This is an optimization exercise on Yosys and OpenROAD, whose aim is small area, a short achievable clock period and few clock cycles, not a production implementation. The RTL was checked by simulation tests, not by an equivalence proof against the original design. Power figures rest on the tool's default switching activity, not on a simulated workload.

==> v16: inputs <==
## drcore
module drcore (
    input  wire        clk,
    input  wire        rst,
    input  wire        h_req,
    input  wire        h_we,
    input  wire [3:0]  h_reg,
    input  wire [35:0] h_wdata,
    output reg         h_ack,
    output reg  [35:0] h_rdata,
    output reg         m_req,
    output wire [35:0] m_addr,
    input  wire        m_gnt,
    input  wire        m_rvalid,
    input  wire [7:0]  m_rdata,
    output reg         s_valid,
    output reg         s_kind,
    output reg  [15:0] s_x,
    output reg  [15:0] s_y,
    output reg  [31:0] s_r,
    output reg  [31:0] s_g,
    output reg  [31:0] s_b,
    output reg  [31:0] s_a
);
Settings: LEC_CHECK=0, CAP_MARGIN=20, CORE_MARGIN=2, CORE_UTILIZATION=40, SLEW_MARGIN=20; clock period 16.0 ns.
standard.sh (not shown) runs the stock make flow with config.mk's settings and CLKGATE_MAP_FILE= SYNTH_SCRIPT=/design/flow/synth_recipe.tcl, a recipe that flattens the netlist after the stock synthesis.
==> flow/flow/run.sh <==
#!/bin/bash
set -uo pipefail
export BUFFER_PORTS_ARGS="-buffer_cell sky130_fd_sc_hd__buf_1"
bash standard.sh SETUP_SLACK_MARGIN=11 finish > standard_flow.log 2>&1
rc=$?
tail -n 40 standard_flow.log
exit $rc
==> v10: changes against v16 <==
--- a/flow/design.v
+++ b/flow/design.v
@@ -212,16 +212,30 @@
     wire       do_cmd   = do_write & (h_reg == R_CMD);
     wire       do_dec0  = do_cmd & (op == 3'b010) & cmd_fmt[4];    
     wire       do_wh    = do_write & ((h_reg == R_WIDTH) | (h_reg == R_HEIGHT));
     wire       dchk2    = (state == S_DCHK2);
     wire       mstart   = do_wh | (schk1 & ~mvalid & (mcnt == 3'd0));
     wire       fetch    = running & m_req & m_gnt;
     wire       pwrite   = running & cv & ~done_now;
     wire       present  = (state == S_PRES) | done_now;
+    wire [35:0] rd_val =
+          ({36{h_reg == R_STATUS}}   & {35'd0, oob})
+        | ({36{h_reg == R_WIDTH}}    & {20'd0, width})
+        | ({36{h_reg == R_HEIGHT}}   & {20'd0, height})
+        | ({36{h_reg == R_BUFLEN}}   & buflen)
+        | ({36{h_reg == R_CUR_BYTE}} & cur_byte)
+        | ({36{h_reg == R_CUR_BIT}}  & {33'd0, cur_bit})
+        | ({36{h_reg == R_STEP}}     & step)
+        | ({36{(h_reg == R_BPP) & bval}}     & {28'd0, bpp})
+        | ({36{(h_reg == R_PIX) & pval}}     & {4'd0, pix})
+        | ({36{(h_reg == R_COLOR_R) & cval}} & {4'd0, color_r})
+        | ({36{(h_reg == R_COLOR_G) & cval}} & {4'd0, color_g})
+        | ({36{(h_reg == R_COLOR_B) & cval}} & {4'd0, color_b})
+        | ({36{(h_reg == R_COLOR_A) & cval}} & {4'd0, color_a});
     always @(posedge clk) begin
         if (rst) begin
             state    <= S_IDLE;
             h_ack    <= 1'b0;
             m_req    <= 1'b0;
             s_valid  <= 1'b0;
             oob      <= 1'b0;
             width    <= 16'd0;
@@ -472,28 +486,11 @@
                 endcase
             end
             if (clast & scanning) begin
                 s_kind <= 1'b0;
                 s_x    <= cx;
                 s_y    <= cy;
             end
         end
-        if (do_read) begin
-            case (h_reg)
-                R_STATUS:   h_rdata <= {35'd0, oob};
-                R_WIDTH:    h_rdata <= {20'd0, width};
-                R_HEIGHT:   h_rdata <= {20'd0, height};
-                R_BUFLEN:   h_rdata <= buflen;
-                R_CUR_BYTE: h_rdata <= cur_byte;
-                R_CUR_BIT:  h_rdata <= {33'd0, cur_bit};
-                R_STEP:     h_rdata <= step;
-                R_BPP:      h_rdata <= {28'd0, bpp & {8{bval}}};
-                R_PIX:      h_rdata <= {4'd0, pix & {32{pval}}};
-                R_COLOR_R:  h_rdata <= {4'd0, color_r & {32{cval}}};
-                R_COLOR_G:  h_rdata <= {4'd0, color_g & {32{cval}}};
-                R_COLOR_B:  h_rdata <= {4'd0, color_b & {32{cval}}};
-                R_COLOR_A:  h_rdata <= {4'd0, color_a & {32{cval}}};
-                default:    h_rdata <= 36'd0;
-            endcase
-        end
+        if (do_read) h_rdata <= rd_val;
     end
 endmodule
==> flow/flow/run.sh (replaced) <==
#!/bin/bash
set -uo pipefail
export BUFFER_PORTS_ARGS="-buffer_cell sky130_fd_sc_hd__buf_1"
bash standard.sh SETUP_SLACK_MARGIN=11 CTS_CLUSTER_SIZE=20 CTS_CLUSTER_DIAMETER=100 finish > standard_flow.log 2>&1
rc=$?
tail -n 40 standard_flow.log
exit $rc
==> v36: changes against v16 <==
--- a/flow/design.v
+++ b/flow/design.v
@@ -128,25 +128,22 @@
     wire [8:0]  dec_span = {6'd0, cur_bit} + {1'b0, cmd_bits} + 9'd7;
     wire [4:0]  dec_nb   = rq_left;
     wire [4:0]  dec_na   = d_narrow ? 5'd1 : d_bits[7:3];
     wire        dchk1    = (state == S_DCHK1);
     wire        schk1    = (state == S_SCHK1);
     wire        running  = (state == S_RUN);
     wire        b3       = (dfmt == 5'd11) | (dfmt == 5'd12);
     wire [3:0]  adv_lo   = {1'b0, cur_bit} + {1'b0, step[2:0]};
-    wire        schk2    = (state == S_SCHK2);
-    wire [3:0]  end_lo   = {1'b0, pbit} - {1'b0, d_sw3};
-    wire [35:0] add_a    = (running | schk2) ? h_rdata : schk1 ? {4'd0, macc} : cur_byte;
-    wire [35:0] add_b    = schk2   ? {36{1'b1}}
-                         : running ? 36'd0
-                         : schk1   ? (b3 ? {3'd0, macc, 1'b0} : 36'd0)
-                         : dchk1   ? {31'd0, dec_nb} : {3'd0, step[35:3]};
-    wire        add_c    = running ? pinc : schk2 ? (d_narrow & ~end_lo[3]) : ~dchk1 & ~schk1 & adv_lo[3];
-    wire [36:0] cb_sum   = {1'b0, add_a} + {1'b0, add_b} + {36'd0, add_c};
+    wire [35:0] add_a    = running ? h_rdata : schk1 ? {4'd0, macc} : cur_byte;
+    wire [33:0] add_b    = running ? 34'd0
+                         : schk1   ? (b3 ? {1'b0, macc, 1'b0} : 34'd0)
+                         : dchk1   ? {29'd0, dec_nb} : {1'b0, step[35:3]};
+    wire        add_c    = running ? pinc : ~dchk1 & ~schk1 & adv_lo[3];
+    wire [36:0] cb_sum   = {1'b0, add_a} + {3'd0, add_b} + {36'd0, add_c};
     wire [33:0] nb_base  = cb_sum[33:0];
     reg  [38:0] scan_pos;
     always @* begin
         case (d_bits)
             8'd1:   scan_pos = {5'd0, nb_base};
             8'd2:   scan_pos = {4'd0, nb_base, 1'b0};
             8'd4:   scan_pos = {3'd0, nb_base, 2'b0};
             8'd8, 8'd24:  scan_pos = {2'd0, nb_base, 3'b0};
@@ -156,17 +153,17 @@
             8'd128: scan_pos = {nb_base[31:0], 7'b0};
             default: scan_pos = 39'd0;
         endcase
     end
     wire        chk_oob  = covf | ({h_rdata, pbit} > {buflen, 3'b000});
     wire [3:0]  pbit_n  = {1'b0, pbit} + {1'b0, d_sw3};
     wire        pinc    = (d_narrow & scanning) ? pbit_n[3] : 1'b1;
     wire [35:0] pbyte_n = cb_sum[35:0];
-    wire        f_last  = scanning ? ({pbyte, pbit} == {cur_byte, cur_bit})
+    wire        f_last  = scanning ? ({pbyte_n, pbit_n[2:0]} == {cur_byte, cur_bit})
                                    : (rq_left == 5'd1);
     wire        rv1     = running & m_rvalid;
     wire [7:0]  rd1     = m_rdata;
     wire [15:0] pair    = {rd1, rd0};
     wire [15:0] pair_sh = pair >> cur_bit;
     wire [7:0]  al      = shiftm ? pair_sh[7:0] : rd1;
     wire        alv     = rv1 & ~(shiftm & first_b);
     wire [7:0]  al_sh   = al >> boff;
@@ -207,16 +204,17 @@
     wire        done_now = running & scanning & ~firstpix & xl & (yinc == height);
     wire       idle_req = (state == S_IDLE) & h_req & ~h_ack;
     wire       do_read  = idle_req & ~h_we;
     wire       do_write = idle_req & h_we;
     wire [2:0] op       = h_wdata[7:5];
     wire       do_cmd   = do_write & (h_reg == R_CMD);
     wire       do_dec0  = do_cmd & (op == 3'b010) & cmd_fmt[4];    
     wire       do_wh    = do_write & ((h_reg == R_WIDTH) | (h_reg == R_HEIGHT));
+    wire       schk2    = (state == S_SCHK2);
     wire       dchk2    = (state == S_DCHK2);
     wire       mstart   = do_wh | (schk1 & ~mvalid & (mcnt == 3'd0));
     wire       fetch    = running & m_req & m_gnt;
     wire       pwrite   = running & cv & ~done_now;
     wire       present  = (state == S_PRES) | done_now;
     always @(posedge clk) begin
         if (rst) begin
             state    <= S_IDLE;
@@ -310,32 +308,30 @@
                 S_SCHK1: if (mvalid) state <= S_SCHK2;
                 S_SCHK2: begin
                     if (chk_oob) begin
                         oob   <= 1'b1;
                         h_ack <= 1'b1;
                         state <= S_IDLE;
                     end else begin
                         pval     <= 1'b1;
-                        cur_byte <= cb_sum[35:0];
-                        cur_bit  <= d_narrow ? end_lo[2:0] : pbit;
+                        cur_byte <= h_rdata;
+                        cur_bit  <= pbit;
                         scanning <= 1'b1;
                         firstpix <= 1'b1;
                         m_req    <= ~d_unk & (macc != 32'd0);
                         state    <= (macc == 32'd0) ? S_PRES : S_RUN;
                     end
                 end
                 S_PRES, S_RUN: if (present) begin
                     s_valid  <= 1'b1;
                     scanning <= 1'b0;
                     mvalid   <= 1'b0;
                     mcnt     <= 3'd0;
                     h_ack    <= 1'b1;
-                    cur_byte <= pbyte;
-                    cur_bit  <= pbit;
                     state    <= S_IDLE;
                 end
                 default: ;
             endcase
             if (fetch) m_req <= ~f_last;
             if (!running) begin
                 first_b <= 1'b1;
                 bv      <= 1'b0;
==> flow/flow/run.sh (replaced) <==
#!/bin/bash
set -uo pipefail
bash standard.sh SETUP_SLACK_MARGIN=11 finish > standard_flow.log 2>&1
rc=$?
tail -n 40 standard_flow.log
exit $rc
==> summary of the runs <==
- Of v10 and v36, v36 has the higher final cell count (gap 5.9%, measured against v36).
- Setup slack: v16 < v10 < v36.
- In flip-flop and latch count, v10 and v16 do not differ.
- The lowest wire length belongs to v16, the highest to v10.
- Non-clock buffer count: v16 is lower than v36 (98).
- The lowest final area belongs to v10, the highest to v36.
- Sequential power is about the same in v16 and v36.
- Against v10, the combinational power of v36 is larger by 10%.
- The lowest count of clock-buffer cells in the layout belongs to v10, the highest to v16.
Testbench counts of v16, summed over its fixed seeds: cycles 34,360.
Testbench counts of v10, summed over its fixed seeds: cycles 34,360.
Testbench counts of v36, summed over its fixed seeds: cycles 34,360.

## port drivers added, routing unchanged
In the flow no input, the clock included, has a driving cell. The finished layouts below were timed again as built, in two steps. Step 1 sets driving cells, clkbuf_16 on the clock port and buf_2 on the other inputs (assumed; they add their load-dependent delay and slew). Step 2 times the ports against the registers' clock, not the clock port: input delays grow and output delays shrink by t, the midpoint of the rising clock arrivals with the driver on. a / b / c = ideal ports / drivers / drivers and shift; a / b = the first two.
run	t, ns	slack for setup (ns)	hold slack, ns
v16	0.732	10.832 / 10.834 / 10.101	0.417 / 0.417 / 0.417
v10	0.692	10.890 / 10.903 / 10.212	0.441 / 0.441 / 0.441
v36	0.712	10.921 / 10.907 / 10.238	0.424 / 0.424 / 0.424
After both steps every run listed still meets setup and hold. The setup slack of v16, which loses most, moves by +0.002 ns with the drivers and by -0.731 ns with both steps.
